Background: an optimization exercise with open tools, aiming at small area, a short achievable clock period and few clock cycles. Do not read the settings as production practice. In this exercise RTL edits were held to simulation tests only and were not proved equivalent to the original. Power is estimated from default activity; no workload was simulated.

File: config.mk
export PLATFORM = sky130hd
export DESIGN_NAME = frame_engine
export DESIGN_NICKNAME = frame_engine
export VERILOG_FILES = /design/flow/design.v
export SDC_FILE = /design/flow/constraint.sdc
export NUM_CORES = 4
export LEC_CHECK = 0
export CAP_MARGIN = 20
export CORE_MARGIN = 2
export CORE_UTILIZATION = 40
export SLEW_MARGIN = 20
File: constraint.sdc
create_clock -name core_clock -period 10.0 [get_ports {clk}]
set_input_delay 2.0000 -clock core_clock [delete_from_list [all_inputs] [get_ports {clk}]]
set_output_delay 2.0000 -clock core_clock [all_outputs]
set_load 0.01 [all_outputs]
File: design.v
module frame_engine (
    input  wire        clk,
    input  wire        rst,
    input  wire        req_valid,
    input  wire        req_we,
    input  wire [19:0] req_addr,
    input  wire [31:0] req_wdata,
    output reg         req_ack,
    output reg         resp_err,
    output reg  [31:0] resp_rdata
);
  localparam integer MAXP = 32;           
  localparam integer MAXF = MAXP + 9;     
  localparam [3:0] R_OK        = 4'd0;
  localparam [3:0] R_TOOLARGE  = 4'd1;
  localparam [3:0] R_MALFORMED = 4'd2;
  localparam [3:0] R_CRCMIS    = 4'd3;
  localparam [3:0] R_UNKKIND   = 4'd4;
  localparam [3:0] R_IDEXH     = 4'd5;
  localparam [3:0] R_SEQERR    = 4'd6;
  localparam [3:0] R_ILLEGAL   = 4'd7;
  localparam [1:0] TX_IDLE = 2'd0, TX_BUILT = 2'd1, TX_SER = 2'd2;
  localparam [1:0] RX_IDLE = 2'd0, RX_INTRANSIT = 2'd1, RX_VALID = 2'd2, RX_INVALID = 2'd3;
  localparam [2:0] S_IDLE  = 3'd0;    
  localparam [2:0] S_ACK   = 3'd1;    
  localparam [2:0] S_BUILD = 3'd2;    
  localparam [2:0] S_SER   = 3'd3;    
  localparam [2:0] S_DCRC  = 3'd4;    
  localparam [2:0] S_DCOPY = 3'd5;    
  reg [31:0] crc_acc;
  reg [3:0]  result;
  reg [31:0] err_a, err_b;
  reg [16:0] next_id;
  reg [1:0]  txph;
  reg        tx_trunc;
  reg [15:0] tx_id;
  reg [7:0]  tx_kind;
  reg [15:0] tx_len;
  reg [31:0] tx_csum;
  reg [16:0] tx_wlen;
  reg [23:0] rx_wlen;
  reg [1:0]  rxph;
  reg [15:0] rx_id;
  reg [7:0]  rx_kind;
  reg [15:0] rx_len;
  reg [31:0] rx_csum;
  reg [31:0] rx_calc;
  reg [7:0] pbuf  [0:MAXP-1];
  reg [7:0] tpay  [0:MAXP-1];
  reg [7:0] txbuf [0:MAXF-1];
  reg [7:0] rxbuf [0:MAXF-1];
  reg [7:0] rpbuf [0:MAXP-1];
  reg [2:0]  state;
  reg [6:0]  idx;        
  reg [6:0]  last;       
  reg [31:0] fcrc;       
  function [31:0] crc_byte;
    input [31:0] c;
    input [7:0]  b;
    integer k;
    reg [31:0] r;
    begin
      r = c ^ {24'd0, b};
      for (k = 0; k < 8; k = k + 1)
        r = r[0] ? ((r >> 1) ^ 32'hEDB88320) : (r >> 1);
      crc_byte = r;
    end
  endfunction
  wire [4:0]  reg_num  = req_addr[6:2];
  wire        in_regs  = (req_addr < 20'h0004C);
  wire        reg_ok   = in_regs && (req_addr[1:0] == 2'b00);
  wire [2:0]  win      = req_addr[19:17];
  wire [16:0] boff     = req_addr[16:0];
  wire        is_pbuf  = (win == 3'd1) && (boff < MAXP);
  wire        is_txbuf = (win == 3'd2) && (boff < MAXF);
  wire        is_rxbuf = (win == 3'd3) && (boff < MAXF);
  wire        is_rpbuf = (win == 3'd4) && (boff < MAXP);
  wire [5:0]  bidx     = boff[5:0];
  reg [31:0] reg_rdata;
  always @(*) begin
    case (reg_num)
      5'd0:  reg_rdata = 32'd0;
      5'd1:  reg_rdata = {22'd0, tx_trunc, next_id[16], rxph, txph, result};
      5'd2:  reg_rdata = err_a;
      5'd3:  reg_rdata = err_b;
      5'd4:  reg_rdata = MAXP;
      5'd5:  reg_rdata = {15'd0, next_id};
      5'd6:  reg_rdata = crc_acc;
      5'd7:  reg_rdata = ~crc_acc;
      5'd8:  reg_rdata = {16'd0, tx_id};
      5'd9:  reg_rdata = {24'd0, tx_kind};
      5'd10: reg_rdata = {16'd0, tx_len};
      5'd11: reg_rdata = tx_csum;
      5'd12: reg_rdata = {15'd0, tx_wlen};
      5'd13: reg_rdata = {8'd0, rx_wlen};
      5'd14: reg_rdata = {16'd0, rx_id};
      5'd15: reg_rdata = {24'd0, rx_kind};
      5'd16: reg_rdata = {16'd0, rx_len};
      5'd17: reg_rdata = rx_csum;
      5'd18: reg_rdata = rx_calc;
      default: reg_rdata = 32'd0;
    endcase
  end
  wire [7:0]  op  = req_wdata[7:0];
  wire [23:0] arg = req_wdata[31:8];
  wire c_crc_init  = (op == 8'h01) && (arg == 24'd0);
  wire c_crc_byte  = (op == 8'h02) && (req_wdata[31:16] == 16'd0);
  wire c_build     = (op == 8'h10) || (op == 8'h11);
  wire c_serialize = (op == 8'h12) && (arg == 24'd0);
  wire c_recv      = (op == 8'h20);
  wire c_decode    = (op == 8'h21) && (arg == 24'd0);
  wire [15:0] rx_decl = {rxbuf[4], rxbuf[3]};
  reg [7:0] tx_frame_byte;
  always @(*) begin
    if (idx == 7'd0)                 tx_frame_byte = tx_id[7:0];
    else if (idx == 7'd1)            tx_frame_byte = tx_id[15:8];
    else if (idx == 7'd2)            tx_frame_byte = tx_kind;
    else if (idx == 7'd3)            tx_frame_byte = tx_len[7:0];
    else if (idx == 7'd4)            tx_frame_byte = tx_len[15:8];
    else if (idx < 7'd5 + tx_len)    tx_frame_byte = tpay[idx - 7'd5];
    else if (idx == 7'd5 + tx_len)   tx_frame_byte = tx_csum[7:0];
    else if (idx == 7'd6 + tx_len)   tx_frame_byte = tx_csum[15:8];
    else if (idx == 7'd7 + tx_len)   tx_frame_byte = tx_csum[23:16];
    else                             tx_frame_byte = tx_csum[31:24];
  end
  wire [7:0] build_byte = (idx < 7'd5) ? tx_frame_byte : pbuf[idx - 7'd5];
  always @(posedge clk) begin
    if (rst) begin
      crc_acc  <= 32'hFFFFFFFF;
      result   <= R_OK;
      err_a    <= 32'd0;
      err_b    <= 32'd0;
      next_id  <= 17'd1;
      txph     <= TX_IDLE;
      tx_trunc <= 1'b0;
      tx_id    <= 16'd0;
      tx_kind  <= 8'd0;
      tx_len   <= 16'd0;
      tx_csum  <= 32'd0;
      tx_wlen  <= 17'd0;
      rx_wlen  <= 24'd0;
      rxph     <= RX_IDLE;
      rx_id    <= 16'd0;
      rx_kind  <= 8'd0;
      rx_len   <= 16'd0;
      rx_csum  <= 32'd0;
      rx_calc  <= 32'd0;
      state    <= S_IDLE;
      idx      <= 7'd0;
      last     <= 7'd0;
      fcrc     <= 32'hFFFFFFFF;
      req_ack  <= 1'b0;
      resp_err <= 1'b0;
      resp_rdata <= 32'd0;
    end else begin
      req_ack <= 1'b0;
      case (state)
        S_IDLE: begin
          if (req_valid) begin
            state      <= S_ACK;
            req_ack    <= 1'b1;
            resp_err   <= 1'b0;
            resp_rdata <= 32'd0;
            if (in_regs) begin
              if (!reg_ok) begin
                resp_err <= 1'b1;
              end else if (!req_we) begin
                resp_rdata <= reg_rdata;
              end else if (reg_num != 5'd0) begin
                resp_err <= 1'b1;
              end else begin
                result <= R_OK;
                err_a  <= 32'd0;
                err_b  <= 32'd0;
                if (c_crc_init) begin
                  crc_acc <= 32'hFFFFFFFF;
                end else if (c_crc_byte) begin
                  crc_acc <= crc_byte(crc_acc, req_wdata[15:8]);
                end else if (c_build) begin
                  if (next_id[16]) begin
                    tx_id <= 16'd0; tx_kind <= 8'd0; tx_len <= 16'd0;
                    tx_csum <= 32'd0; tx_trunc <= 1'b0; txph <= TX_IDLE;
                    result <= R_IDEXH;
                  end else begin
                    next_id <= next_id + 17'd1;
                    if (arg > MAXP) begin
                      tx_id <= 16'd0; tx_kind <= 8'd0; tx_len <= 16'd0;
                      tx_csum <= 32'd0; tx_trunc <= 1'b0; txph <= TX_IDLE;
                      result <= R_TOOLARGE;
                      err_a  <= {8'd0, arg};
                      err_b  <= MAXP;
                    end else begin
                      tx_id   <= next_id[15:0];
                      tx_kind <= {7'd0, op[0]};
                      if (!op[0] && arg == MAXP) begin
                        tx_len   <= MAXP - 1;
                        tx_trunc <= 1'b1;
                      end else begin
                        tx_len   <= arg[15:0];
                        tx_trunc <= 1'b0;
                      end
                      fcrc    <= 32'hFFFFFFFF;
                      idx     <= 7'd0;
                      req_ack <= 1'b0;
                      state   <= S_BUILD;
                    end
                  end
                end else if (c_serialize) begin
                  if (txph != TX_BUILT) begin
                    result <= R_SEQERR;
                    err_a  <= 32'h00000012;
                    err_b  <= {30'd0, txph};
                  end else begin
                    idx     <= 7'd0;
                    last    <= tx_len[6:0] + 7'd8;
                    req_ack <= 1'b0;
                    state   <= S_SER;
                  end
                end else if (c_recv) begin
                  rx_wlen <= arg;
                  rxph    <= RX_INTRANSIT;
                end else if (c_decode) begin
                  if (rxph != RX_INTRANSIT) begin
                    result <= R_SEQERR;
                    err_a  <= 32'h00000021;
                    err_b  <= {30'd0, rxph};
                  end else if (rx_wlen < 24'd5) begin
                    rx_id <= 16'd0; rx_kind <= 8'd0; rx_len <= 16'd0;
                    rx_csum <= 32'd0; rx_calc <= 32'd0; rxph <= RX_INVALID;
                    result <= R_MALFORMED;
                    err_a  <= 32'd0;
                    err_b  <= {8'd0, rx_wlen};
                  end else if (({8'd0, rx_decl} + 24'd9 != rx_wlen) || (rx_decl > MAXP)) begin
                    rx_id <= 16'd0; rx_kind <= 8'd0; rx_len <= 16'd0;
                    rx_csum <= 32'd0; rx_calc <= 32'd0; rxph <= RX_INVALID;
                    result <= R_MALFORMED;
                    err_a  <= {16'd0, rx_decl};
                    err_b  <= {8'd0, rx_wlen};
                  end else begin
                    fcrc    <= 32'hFFFFFFFF;
                    idx     <= 7'd0;
                    last    <= rx_decl[6:0] + 7'd4;
                    req_ack <= 1'b0;
                    state   <= S_DCRC;
                  end
                end else begin
                  result <= R_ILLEGAL;
                  err_a  <= req_wdata;
                  err_b  <= 32'd0;
                end
              end
            end else if (is_pbuf) begin
              if (req_we) pbuf[bidx] <= req_wdata[7:0];
              else        resp_rdata <= {24'd0, pbuf[bidx]};
            end else if (is_txbuf) begin
              if (req_we) resp_err   <= 1'b1;
              else        resp_rdata <= {24'd0, txbuf[bidx]};
            end else if (is_rxbuf) begin
              if (req_we) rxbuf[bidx] <= req_wdata[7:0];
              else        resp_rdata <= {24'd0, rxbuf[bidx]};
            end else if (is_rpbuf) begin
              if (req_we) resp_err   <= 1'b1;
              else        resp_rdata <= {24'd0, rpbuf[bidx]};
            end else begin
              resp_err <= 1'b1;
            end
          end
        end
        S_ACK: begin
          state <= S_IDLE;
        end
        S_BUILD: begin
          if (idx == 7'd5 + tx_len) begin
            tx_csum <= ~fcrc;
            txph    <= TX_BUILT;
            req_ack <= 1'b1;
            state   <= S_ACK;
          end else begin
            fcrc <= crc_byte(fcrc, build_byte);
            if (idx >= 7'd5) tpay[idx - 7'd5] <= build_byte;
            idx  <= idx + 7'd1;
          end
        end
        S_SER: begin
          txbuf[idx] <= tx_frame_byte;
          idx <= idx + 7'd1;
          if (idx == last) begin
            tx_wlen <= {10'd0, last} + 17'd1;
            txph    <= TX_SER;
            req_ack <= 1'b1;
            state   <= S_ACK;
          end
        end
        S_DCRC: begin
          if (idx == last + 7'd1) begin
            if ({rxbuf[idx + 7'd3], rxbuf[idx + 7'd2], rxbuf[idx + 7'd1], rxbuf[idx]} != ~fcrc) begin
              rx_id <= 16'd0; rx_kind <= 8'd0; rx_len <= 16'd0;
              rx_csum <= 32'd0; rx_calc <= 32'd0; rxph <= RX_INVALID;
              result <= R_CRCMIS;
              err_a  <= {rxbuf[idx + 7'd3], rxbuf[idx + 7'd2], rxbuf[idx + 7'd1], rxbuf[idx]};
              err_b  <= ~fcrc;
              req_ack <= 1'b1;
              state   <= S_ACK;
            end else if (rxbuf[2] > 8'd1) begin
              rx_id <= 16'd0; rx_kind <= 8'd0; rx_len <= 16'd0;
              rx_csum <= 32'd0; rx_calc <= 32'd0; rxph <= RX_INVALID;
              result <= R_UNKKIND;
              err_a  <= {24'd0, rxbuf[2]};
              err_b  <= 32'd0;
              req_ack <= 1'b1;
              state   <= S_ACK;
            end else begin
              rx_id   <= {rxbuf[1], rxbuf[0]};
              rx_kind <= rxbuf[2];
              rx_len  <= rx_decl;
              rx_csum <= ~fcrc;
              rx_calc <= ~fcrc;
              idx     <= 7'd0;
              state   <= S_DCOPY;
            end
          end else begin
            fcrc <= crc_byte(fcrc, rxbuf[idx]);
            idx  <= idx + 7'd1;
          end
        end
        S_DCOPY: begin
          if (idx == rx_len[6:0]) begin
            rxph    <= RX_VALID;
            req_ack <= 1'b1;
            state   <= S_ACK;
          end else begin
            rpbuf[idx] <= rxbuf[idx + 7'd5];
            idx <= idx + 7'd1;
          end
        end
        default: state <= S_IDLE;
      endcase
    end
  end
endmodule
File: run.sh
#!/bin/bash
# synth_recipe.tcl (not shown) runs the flow's synth.tcl, then flattens the netlist and writes it again
# the make line also repeats each setting of config.mk as NAME=value (left out here)
make -C /OpenROAD-flow-scripts/flow DESIGN_CONFIG=/design/flow/config.mk WORK_HOME=/design/flow/orfs CLKGATE_MAP_FILE= SYNTH_SCRIPT=/design/flow/synth_recipe.tcl finish
==> metrics.md <==
| Metric | Value |
|---|---|
| Synth Area in Adders | `0.406%` |
| WHS | `452 ps` |
| Avg Synthesized Cell Area | `14.7 um2` |
| Die H | `492 um` |
| Reg2reg path depth | `17` |
| RSZ-0062 raised after global routing | `no` |
| Layout Utilization | `45.0%` |
| Actual slew at the worst max-slew pin | `1280 ps` |
| Flop2flop setup slack | `2220 ps` |
| Sequential share of the synthesized area | `54.5%` |
| Fraction of layout cells with a size suffix above 1 | `24.7%` |
| Slew Viols, Final | `0` |
| Synth top area share | `46.6%` |
| Number of buffers added on ports | `89` |
| DRT iter0 DRCs | `9926` |
| FP Rows | `179` |
| Final period util | `77.8%` |
| Combinational family with the most area after synthesis | `multiplexers` |
| Vias in the first global route | `63095` |
| TritonCTS clock tree | `done` |
| Max Root-Sink Buffers | `3` |
| Setup crit start kind | `flop` |
| Post-Synth XOR/XNOR Area | `3.12%` |
| Most frequent cells in the layout | `1480 x edfxtp_1, 986 x mux4_2, 538 x nor2_1, 449 x nand2_1, 372 x dfxtp_1` |
| Clk Latency, worst-skew pair | `910 ps` |
| Cts bufs inserted | `197` |
| Drt pass-1 iters | `9` |
| Initial Util | `40.2%` |
| Worst VDD drop | `0.000155 V` |
| Gr ovfl total | `0` |
| Relative slew slack | `14.2%` |
| P&R area growth vs syn | `12.1%` |
| Worst path arrival time | `8470 ps` |
| Most used DFF post-synth | `edfxtp_1` |
| Io pins | `90` |
| FF+latch count, synth | `1859` |
| Largest net degree at the start of global routing | `122` |
| Slowest cell delay on critical path | `940 ps` |
| RR Endpoint | `err_a[24]` |
| Final setup TNS | `0 ps` |
| Htree depth | `4` |
| First-pass GRT wire length | `486 mm` |
| Mapped Cells | `6496` |
| DP Worst Slack | `2180 ps` |
| Post-synth EDFFs | `1480` |
| Clock sink total | `1859` |
| Initial antenna violation count | `12` |
| Hold Path Sink | `rx_csum[29]` |
| Wire per inst | `35.0 um` |
| Post-synth ARST share | `0%` |
| DRT antenna net count | `0` |
| Routed vias/inst | `6.67` |
| Complex-gate fraction of the synthesized area | `7.31%` |
| Setup Fix Bufs, Post-CTS | `0` |
| Max-cap violation count | `0` |
| Setup WS post-layout | `2220 ps` |
| Total die area | `0.242 mm2` |
| Worst path cell trace | `buf_12 -> mux4_2 -> mux4_2 -> mux2i_1 -> nor2_1 -> a21oi_1 -> xnor2_1 -> ha_1 -> and3_1 -> nand4_1 -> or4_1 -> nand2_1 -> buf_4 -> inv_2 -> nand2_1 -> and3_1 -> nor3_1` |
| Status | `complete, no violations` |
| Nets | `6601` |
| Die Wd | `492 um` |
| Post-Synth Simple-Gate Area | `7.23%` |
| Vias | `65718` |
| Fmax | `129 MHz` |
| CP Data Required Time | `10690 ps` |
| Hold Crit Depth | `2` |
| Cell area after synthesis | `0.0954 mm2` |
| Tmin final | `7780 ps` |
| Final WL | `345 mm` |
| Maximum fanout along the worst path | `44` |
| Hold_sp | `rx_csum[29]` |
| YS warnings | `1` |
| Commonest non-fill, non-tap cell in the layout | `edfxtp_1` |
| Leading area contributor after synthesis | `edfxtp_1` |
| Worst clock skew | `103 ps` |
| Unique masters post-synth | `88` |
| Endpoints failing hold | `0` |
| Critical path class | `reg2reg` |
| CTS clk-pin slew, worst paths | `60 ps` |
| Post-DP HPWL | `236 mm` |
| Crit path max-delay cell type | `dfxtp_4` |
| Crit end category | `flop` |
| Cts repair resizes | `0` |
| Core Box Area | `0.238 mm2` |
| Hold crit path type | `reg2reg` |
| # setup viols final | `0` |
| Static leakage | `33.4 nW` |
| Total power | `16.6 mW` |
| Drc violations | `0` |
| Multiplexer share of the synthesized area | `24.7%` |
| P per Cell Area | `155 mW/mm2` |
| Hold_buf cts | `0` |
| Area contributors post-synth | `edfxtp_1 47%, mux4_2 23%, dfxtp_1 8.0%` |
| Placer Congestion | `0.964` |
| Total track usage | `27.9%` |
| Root buffer cell | `clkbuf_16` |
==> registers in the layout, indices dropped and copies added, names as in the netlist, 7 cells and up, named ones only <==
register    count
tx_id          16
rx_csum        32
next_id        17
crc_acc        32
pbuf          256
txbuf         328
idx             7
tx_wlen         8
fcrc           32
rx_wlen        24
last            7
rxbuf         384
tpay          256
rx_len         16
err_b          32
rx_kind         8
tx_csum        32
rx_id          16
tx_len         16
resp_rdata     32
err_a          32
rpbuf         256
==> routing by layer <==
layer / vias up / track usage (%) / wire length [um]
li1: 26127 / - / -
met5: - / 0 / 91
met1: 33953 / 37.1 / 129000
met4: 10 / 13.0 / 19300
met2: 4686 / 41.6 / 154000
met3: 942 / 8.75 / 43000
==> cell type report <==
class	instances	area (um2)
Antenna cell	6	15.0
Clock buffer	244	5270
Clock inverter	122	1390
Fill cell	20750	131000
Inverter	46	174
Multi-Input combinational cell	4106	41400
Sequential cell	1859	52000
Tap cell	3167	3960
Timing Repair Buffer	304	2760
==> synthesized netlist by cell type (all sizes together), types with 42 or more instances <==
cell	instances
a221oi	91
nor3	118
o21ai	151
a31oi	50
o211ai	48
buf	203
xor2	116
nor2	559
clkbuf	337
nand2	450
xnor2	201
edfxtp	1480
nand3	106
a22oi	83
dfxtp	379
inv	42
mux2i	108
or3	54
a21oi	344
mux4	986
==> worst max path at each step <==
stage               slack [ps]  depth (start not counted)        end         start
finish                    2220                         17  err_a[24]          flop
floorplan                 3480                         22   fcrc[26]        idx[1]
CTS                       2560                         16  err_a[25]          flop
global route              2120                         17  err_a[24]        idx[0]
global placement          2440                         15    fcrc[7]  req_wdata[9]
detailed placement        2180                         15    fcrc[7]  req_wdata[9]
==> critical path, delay by kind of cell, from the launching register on <==
| kind | cells | cell delay, ps |
|---|---|---|
| fa+ha+maj | 1 | 350 |
| flops | 1 | 940 |
| simple gates | 8 | 2140 |
| buf+inv | 3 | 1320 |
| xor+xnor | 1 | 550 |
| mux | 3 | 1540 |
| compound gates | 1 | 630 |
==> power by group <==
part | internal, mW | switching [mW] | leakage, nW
Combinational | 0.271 | 0.447 | 13.6
Sequential | 8.30 | 0.0302 | 16.5
Clock | 4.24 | 3.30 | 3.23
==> cell families (layout without fill, tap and decap cells) <==
group | after synthesis | after routing
AO/OA/AOI/OAI | 1050 | 1050
XOR/XNOR | 322 | 322
adder cells (fa/ha/maj) | 31 | 31
buffers and inverters | 586 | 716
flip-flops | 1859 | 1859
multiplexers | 1115 | 1115
other | 1 | 62
AND/OR/NAND/NOR | 1532 | 1532
==> per-stage QoR <==
step,std cells,instance area [um2]
global placement,9472,100000
global route,9851,107000
detailed placement,9474,100000
floorplan,6551,95600
CTS,9840,107000
finish,9854,107000
Testbench counts, summed over its fixed seeds: cycles 54,196.

[re-timing with driven ports]
The results above use ideal ports. As a check the final layout listed here was re-extracted and re-timed, cells and wires unchanged. Step 1 assumes that a clkbuf_16 drives the clock port and a buf_2 every other input. Step 2 times the ports against the registers' clock, not the clock port: input delays grow and output delays shrink by t, the midpoint of the rising clock arrivals with the driver on. a / b / c = ideal / step 1 / step 2; a / b = the first two.
t (ns): 0.954
setup slack, ns: 2.218 / 2.218 / 1.871
worst setup path after step 2: input to register
After both steps setup and hold are still met in this run. For this run, drivers alone change the setup slack by 0.000 ns; drivers and shift together by -0.347 ns.
